From an optimization exercise on the open Yosys and OpenROAD flow, aimed at small area, a short achievable clock period and few clock cycles; shortcuts taken in it are not production practice. At most, simulation tests tie the RTL to the original design; equivalence was not proved. Power and IR drop assume default switching activity.

==> flow/design.v <==
module spa (
  input  wire        clk,
  input  wire        rst,         
  output wire        ready,       
  input  wire        reg_rd,
  input  wire        reg_wr,
  input  wire [7:0]  reg_addr,
  input  wire [31:0] reg_wdata,
  output reg  [31:0] rdata,
  input  wire        cmd_valid,
  input  wire [63:0] cmd_word,
  output wire        err_o
);
  localparam [31:0] ID_VALUE     = 32'h5350_4131;
  localparam [31:0] CONFIG_VALUE = 32'h0000_0610;
  localparam integer MK = 4;                   
  localparam integer DK = 1;                   
  localparam integer MC = 32 / MK;             
  localparam integer DC = (33 + DK - 1) / DK;  
  localparam integer QW = DC * DK;             
  localparam [5:0]   MC_LAST = MC - 1;
  localparam [5:0]   DC_LAST = DC - 1;
  reg [31:0] pos;
  reg [15:0] frac;
  reg [31:0] delta;
  reg [31:0] lbeg;
  reg [31:0] lend;
  reg        dir;           
  reg        stopped;
  reg        disowned;
  reg [5:0]  handle;
  reg [2:0]  status;        
  reg        err;           
  reg [63:0] chact;
  reg          busy;
  reg          ph_m, ph_m0, ph_p1, ph_p2, ph_d, ph_f;
  reg [5:0]    cnt;
  reg          is_nl, is_fw, is_pp, back;
  reg          illegal;
  reg          lorder;      
  reg [31:0]   len;         
  reg          fin;         
  reg [32:0]   A;
  reg [QW-1:0] Q;
  assign ready = ~busy;
  assign err_o = err;
  wire acc_wr  = ~busy & reg_wr;
  wire acc_cmd = ~busy & cmd_valid;
  wire [32+MK-1:0] mul_sum = {{MK{1'b0}}, A[31:0]} + delta * Q[MK-1:0];
  reg [32:0]   d_a;
  reg [QW-1:0] d_q;
  reg [33:0]   d_sh;
  reg [33:0]   d_df;
  integer k;
  always @* begin
    d_a = A;
    d_q = Q;
    for (k = 0; k < DK; k = k + 1) begin
      d_sh = {d_a, d_q[QW-1]};
      d_df = d_sh + ({2'b00, len} ^ {34{~d_a[32]}}) + {33'd0, ~d_a[32]};
      d_a  = d_df[32:0];
      d_q  = {d_q[QW-2:0], ~d_df[33]};
    end
  end
  wire [31:0] r4716 = {A[15:0], Q[31:16]};
  wire        c48   = back & ~|r4716 & (Q[15:0] < ~frac);
  wire        rneg  = A[32];                  
  wire        q0    = Q[0];
  wire        sel_b = is_fw | (q0 ^ back);    
  reg  [33:0] xa, xb;
  reg         xinv, xc;
  always @* begin
    if (ph_m0) begin
      xa = {2'b00, lend};
      xb = {2'b00, lbeg};
      xinv = 1'b1;
      xc   = 1'b1;
    end else if (ph_p1) begin
      xa = {2'b00, pos};
      xb = {1'b0, c48, r4716};
      xinv = back;
      xc   = back;
    end else if (ph_p2) begin
      xa = back ? {2'b00, lbeg} : {2'b00, A[31:0]};
      xb = back ? {A[32], A} : {2'b00, lend};
      xinv = 1'b1;
      xc   = 1'b1;
    end else begin
      xa = (sel_b ^ rneg) ? {2'b00, lbeg} : {2'b00, lend};
      xb = {A[32], A};
      xinv = ~sel_b;
      xc   = 1'b0;
    end
  end
  wire [33:0] xs = xa + (xb ^ {34{xinv}}) + {33'd0, xc};
  wire bnd     = ~xs[33];
  wire lzero   = ~|len;
  wire f_lord  = ~illegal & ~is_nl & bnd & lorder;
  wire f_ppz   = ~illegal & is_pp & bnd & ~lorder & lzero;
  wire f_any   = illegal | f_lord | f_ppz;
  wire [15:0] f1 = back ? ~Q[15:0] : Q[15:0];
  reg [31:0] rd_val;
  always @* begin
    case (reg_addr[7:2])
      6'h00:   rd_val = pos;
      6'h01:   rd_val = {16'd0, frac};
      6'h02:   rd_val = delta;
      6'h03:   rd_val = lbeg;
      6'h04:   rd_val = lend;
      6'h05:   rd_val = {30'd0, stopped, dir};
      6'h06:   rd_val = {disowned, 25'd0, handle};
      6'h07:   rd_val = {29'd0, status};
      6'h08:   rd_val = ID_VALUE;
      6'h09:   rd_val = CONFIG_VALUE;
      6'h10:   rd_val = chact[31:0];
      6'h11:   rd_val = chact[63:32];
      default: rd_val = 32'd0;
    endcase
  end
  always @(posedge clk) rdata <= rd_val;
  always @(posedge clk) begin
    if (acc_cmd) begin
      is_nl   <= (cmd_word[1:0] == 2'd0);
      is_fw   <= (cmd_word[1:0] == 2'd1);
      is_pp   <= (cmd_word[1:0] == 2'd2);
      back    <= (cmd_word[1:0] == 2'd2) & dir;
      illegal <= (cmd_word[1:0] == 2'b11) | (|cmd_word[31:2]);
      Q[31:0] <= cmd_word[63:32];
      A       <= {17'd0, ((cmd_word[1:0] == 2'd2) & dir) ? ~frac : frac};
    end else if (ph_m) begin
      A       <= {1'b0, mul_sum[32+MK-1:MK]};
      Q[31:0] <= {mul_sum[MK-1:0], Q[31:MK]};
    end else if (ph_p1) begin
      A <= xs[32:0];
    end else if (ph_p2) begin
      A <= 33'd0;
      Q <= xs[QW-1:0];
    end else if (ph_d) begin
      A <= d_a;
      Q <= d_q;
    end
    if (ph_m0) begin
      len    <= xs[31:0];
      lorder <= xs[33];
    end
  end
  always @(posedge clk) begin
    if (rst) begin
      pos      <= 32'd0;
      frac     <= 16'd0;
      delta    <= 32'd0;
      lbeg     <= 32'd0;
      lend     <= 32'd0;
      dir      <= 1'b0;
      stopped  <= 1'b0;
      disowned <= 1'b0;
      handle   <= 6'd0;
      status   <= 3'd0;
      err      <= 1'b0;
      chact    <= 64'd0;
      busy     <= 1'b0;
      ph_m     <= 1'b0;
      ph_m0    <= 1'b0;
      ph_p1    <= 1'b0;
      ph_p2    <= 1'b0;
      ph_d     <= 1'b0;
      ph_f     <= 1'b0;
      cnt      <= 6'd0;
      fin      <= 1'b0;
    end else begin
      if (acc_wr) begin
        case (reg_addr[7:2])
          6'h00: pos   <= reg_wdata;
          6'h01: frac  <= reg_wdata[15:0];
          6'h02: delta <= reg_wdata;
          6'h03: lbeg  <= reg_wdata;
          6'h04: lend  <= reg_wdata;
          6'h05: begin
            dir     <= reg_wdata[0];
            stopped <= reg_wdata[1];
          end
          6'h06: begin
            handle   <= reg_wdata[5:0];
            disowned <= reg_wdata[31];
          end
          6'h07: begin
            status <= status & ~reg_wdata[2:0];
            err    <= |(status & ~reg_wdata[2:0]);
          end
          6'h10: chact[31:0]  <= reg_wdata;
          6'h11: chact[63:32] <= reg_wdata;
          default: ;
        endcase
      end
      ph_m0 <= acc_cmd;
      ph_p2 <= ph_p1;
      ph_f  <= ph_d & (cnt == DC_LAST);
      if (acc_cmd) begin
        busy <= 1'b1;
        ph_m <= 1'b1;
        cnt  <= 6'd0;
      end else if (ph_m) begin
        cnt <= (cnt == MC_LAST) ? 6'd0 : cnt + 6'd1;
        if (cnt == MC_LAST) begin
          ph_m  <= 1'b0;
          ph_p1 <= 1'b1;
        end
      end else if (ph_d) begin
        cnt <= cnt + 6'd1;
        if (cnt == DC_LAST) ph_d <= 1'b0;
      end
      if (ph_p1) ph_p1 <= 1'b0;
      if (ph_p2) ph_d  <= 1'b1;
      if (ph_f)  busy  <= 1'b0;
      if (ph_p2) begin
        status <= status | {f_ppz, f_lord, illegal};
        err    <= err | f_any;
        fin    <= ~f_any & ~is_nl & bnd & ~lzero;
        if (~f_any) begin
          frac <= f1;
          if (is_nl) begin
            if (bnd) begin
              stopped <= 1'b1;
              if (!disowned) chact[handle] <= 1'b0;
              else           pos <= A[31:0];
            end else begin
              pos <= A[31:0];
            end
          end else if (!bnd) begin
            pos <= A[31:0];
          end else if (is_fw & lzero) begin
            pos <= 32'd0;
          end
        end
      end
      if (ph_f & fin) begin
        pos <= xs[31:0];
        if (is_pp & ~q0) begin
          dir  <= ~dir;
          frac <= ~frac + 16'd1;
        end
      end
    end
  end
endmodule
clock: 10.0 ns
lec_check: 0
cap_margin: 20
core_margin: 2
core_utilization: 40
setup_slack_margin: 5
slew_margin: 20
run.sh (not shown) runs the stock make flow with config.mk's settings and CLKGATE_MAP_FILE= SYNTH_SCRIPT=/design/flow/synth_recipe.tcl, a recipe that flattens the netlist after the stock synthesis.
Then changed:
--- a/flow/design.v
+++ b/flow/design.v
@@ -11,13 +11,13 @@
   input  wire [63:0] cmd_word,
   output wire        err_o
 );
   localparam [31:0] ID_VALUE     = 32'h5350_4131;
   localparam [31:0] CONFIG_VALUE = 32'h0000_0610;
   localparam integer MK = 4;                   
-  localparam integer DK = 1;                   
+  localparam integer DK = 2;                   
   localparam integer MC = 32 / MK;             
   localparam integer DC = (33 + DK - 1) / DK;  
   localparam integer QW = DC * DK;             
   localparam [5:0]   MC_LAST = MC - 1;
   localparam [5:0]   DC_LAST = DC - 1;
   reg [31:0] pos;
@@ -30,22 +30,23 @@
   reg        disowned;
   reg [5:0]  handle;
   reg [2:0]  status;        
   reg        err;           
   reg [63:0] chact;
   reg          busy;
+  reg          rdy;         
   reg          ph_m, ph_m0, ph_p1, ph_p2, ph_d, ph_f;
   reg [5:0]    cnt;
   reg          is_nl, is_fw, is_pp, back;
   reg          illegal;
   reg          lorder;      
   reg [31:0]   len;         
   reg          fin;         
   reg [32:0]   A;
   reg [QW-1:0] Q;
-  assign ready = ~busy;
+  assign ready = rdy;
   assign err_o = err;
   wire acc_wr  = ~busy & reg_wr;
   wire acc_cmd = ~busy & cmd_valid;
   wire [32+MK-1:0] mul_sum = {{MK{1'b0}}, A[31:0]} + delta * Q[MK-1:0];
   reg [32:0]   d_a;
   reg [QW-1:0] d_q;
@@ -156,12 +157,13 @@
       disowned <= 1'b0;
       handle   <= 6'd0;
       status   <= 3'd0;
       err      <= 1'b0;
       chact    <= 64'd0;
       busy     <= 1'b0;
+      rdy      <= 1'b1;
       ph_m     <= 1'b0;
       ph_m0    <= 1'b0;
       ph_p1    <= 1'b0;
       ph_p2    <= 1'b0;
       ph_d     <= 1'b0;
       ph_f     <= 1'b0;
@@ -194,12 +196,13 @@
       end
       ph_m0 <= acc_cmd;
       ph_p2 <= ph_p1;
       ph_f  <= ph_d & (cnt == DC_LAST);
       if (acc_cmd) begin
         busy <= 1'b1;
+        rdy  <= 1'b0;
         ph_m <= 1'b1;
         cnt  <= 6'd0;
       end else if (ph_m) begin
         cnt <= (cnt == MC_LAST) ? 6'd0 : cnt + 6'd1;
         if (cnt == MC_LAST) begin
           ph_m  <= 1'b0;
@@ -208,13 +211,16 @@
       end else if (ph_d) begin
         cnt <= cnt + 6'd1;
         if (cnt == DC_LAST) ph_d <= 1'b0;
       end
       if (ph_p1) ph_p1 <= 1'b0;
       if (ph_p2) ph_d  <= 1'b1;
-      if (ph_f)  busy  <= 1'b0;
+      if (ph_f) begin
+        busy <= 1'b0;
+        rdy  <= 1'b1;
+      end
       if (ph_p2) begin
         status <= status | {f_ppz, f_lord, illegal};
         err    <= err | f_any;
         fin    <= ~f_any & ~is_nl & bnd & ~lzero;
         if (~f_any) begin
           frac <= f1;
The changed run ran to the end with no violations.
Via count increases by 11%.
Worst setup slack gets worse by 0.54 ns.
Non-clock buffer count increases by 176.
Wire length increases by 13%.
Sequential share of layout area decreases by 3.0 points.
Clock skew barely changes.
Design area increases by 15%.
Testbench counts after the change, summed over its fixed seeds: cycles 97,156.
Only the layout flow was run in the first run of this note; the RTL was not checked for function there.

---

## trial 71
spa, a different RTL version from the one above (not shown whole).
For scale: ~4200 cells after synthesis, ~410 flip-flops, roughly 140 I/O pins.
==> flow/design.v (excerpt) <==
module spa (
  input  wire        clk,
  input  wire        rst,         
  output wire        ready,       
  input  wire        reg_rd,
  input  wire        reg_wr,
  input  wire [7:0]  reg_addr,
  input  wire [31:0] reg_wdata,
  output reg  [31:0] rdata,
  input  wire        cmd_valid,
  input  wire [63:0] cmd_word,
  output wire        err_o
);
  localparam [31:0] ID_VALUE     = 32'h5350_4131;
  localparam [31:0] CONFIG_VALUE = 32'h0000_0610;
  localparam integer MK = 4;                   
  localparam integer DK = 2;                   
  localparam integer MC = 32 / MK;             
  localparam integer DC = (33 + DK - 1) / DK;  
  localparam integer QW = DC * DK;             
  localparam [5:0]   MC_LAST = MC - 1;
  localparam [5:0]   DC_LAST = DC - 1;
  reg [31:0] pos;
  reg [15:0] frac;
  reg [31:0] delta;
  reg [31:0] lbeg;
  reg [31:0] lend;
  reg        dir;           
  reg        stopped;
  ...
Settings: LEC_CHECK=0, CAP_MARGIN=20, CORE_MARGIN=2, CORE_UTILIZATION=40, SETUP_SLACK_MARGIN=5, SLEW_MARGIN=20; clock period 10.0 ns.
## Diff of input files: build 95 against trial 71
--- a/flow/design.v
+++ b/flow/design.v
@@ -6,21 +6,21 @@
   input  wire        reg_wr,
   input  wire [7:0]  reg_addr,
   input  wire [31:0] reg_wdata,
   output reg  [31:0] rdata,
   input  wire        cmd_valid,
   input  wire [63:0] cmd_word,
   output wire        err_o
 );
   localparam [31:0] ID_VALUE     = 32'h5350_4131;
   localparam [31:0] CONFIG_VALUE = 32'h0000_0610;
-  localparam integer MK = 4;                   
+  localparam integer MK = 8;                   
   localparam integer DK = 2;                   
   localparam integer MC = 32 / MK;             
   localparam integer DC = (33 + DK - 1) / DK;  
   localparam integer QW = DC * DK;             
   localparam [5:0]   MC_LAST = MC - 1;
   localparam [5:0]   DC_LAST = DC - 1;
   reg [31:0] pos;
   reg [15:0] frac;
   reg [31:0] delta;
   reg [31:0] lbeg;
Findings:
Build 95 against trial 71: worst stage delay on the critical path now larger; hold slack now larger; proportion of power drawn by combinational gates now smaller; worst setup slack before clock tree synthesis now larger; maximum resistive drop on vdd now larger.
Cmp build 95 vs trial 71: first-pass GRT wire length higher in build 95
The final reports for build 95 and trial 71 show number of antenna diodes higher in the former.
In build 95, the layout overhead on the synthesized area came out 0.62 points above the value in trial 71.
Relative to trial 71, register share of the cell area decreased by 2.5 points in build 95.
Diff trial 71 -> build 95: area taken by flip-flops and latches has remained practically unchanged; worst endpoint data arrival time climbed 0.10 ns; simple-gate area share of the yosys netlist moved down; total stage count of the critical path increased by 6.9% relative to the old numbers.
No functional check of the RTL was part of any run of this note.

-- separate check: timing with driven ports --
No port has a modelled driver above. Below, the same layouts with a new extraction and two added sets of constraints. Step 1 (the two cells are an assumption about what drives the block):
set clk [get_ports {clk}]
set_driving_cell -lib_cell sky130_fd_sc_hd__clkbuf_16 $clk
set_driving_cell -lib_cell sky130_fd_sc_hd__buf_2 [delete_from_list [all_inputs] $clk]
Step 2, shift: input delay + t, output delay - t, t = (earliest + latest rising clock arrival at the registers) / 2. This alone moves slack from input paths to output paths. a / b / c = ideal / step 1 / step 2; a / b = the first two.
run | t (ns) | setup WS [ns] | latest minus earliest clock arrival (ns) | pins driven straight from the clock port
the first run of note 1 | 0.674 | 4.947 / 4.947 / 4.675 | 0.024 / 0.024 | 1
the second run of note 1 | 0.679 | 4.404 / 4.404 / 4.404 | 0.022 / 0.021 | 1
trial 71 | 0.673 | 4.451 / 4.451 / 4.451 | 0.061 / 0.061 | 1
build 95 | 0.698 | 4.360 / 4.360 / 4.360 | 0.055 / 0.054 | 1
After both steps setup and hold are still met in every run listed. The setup slack of the first run of note 1, which loses most, moves by 0.000 ns with the drivers and by -0.272 ns with both steps.
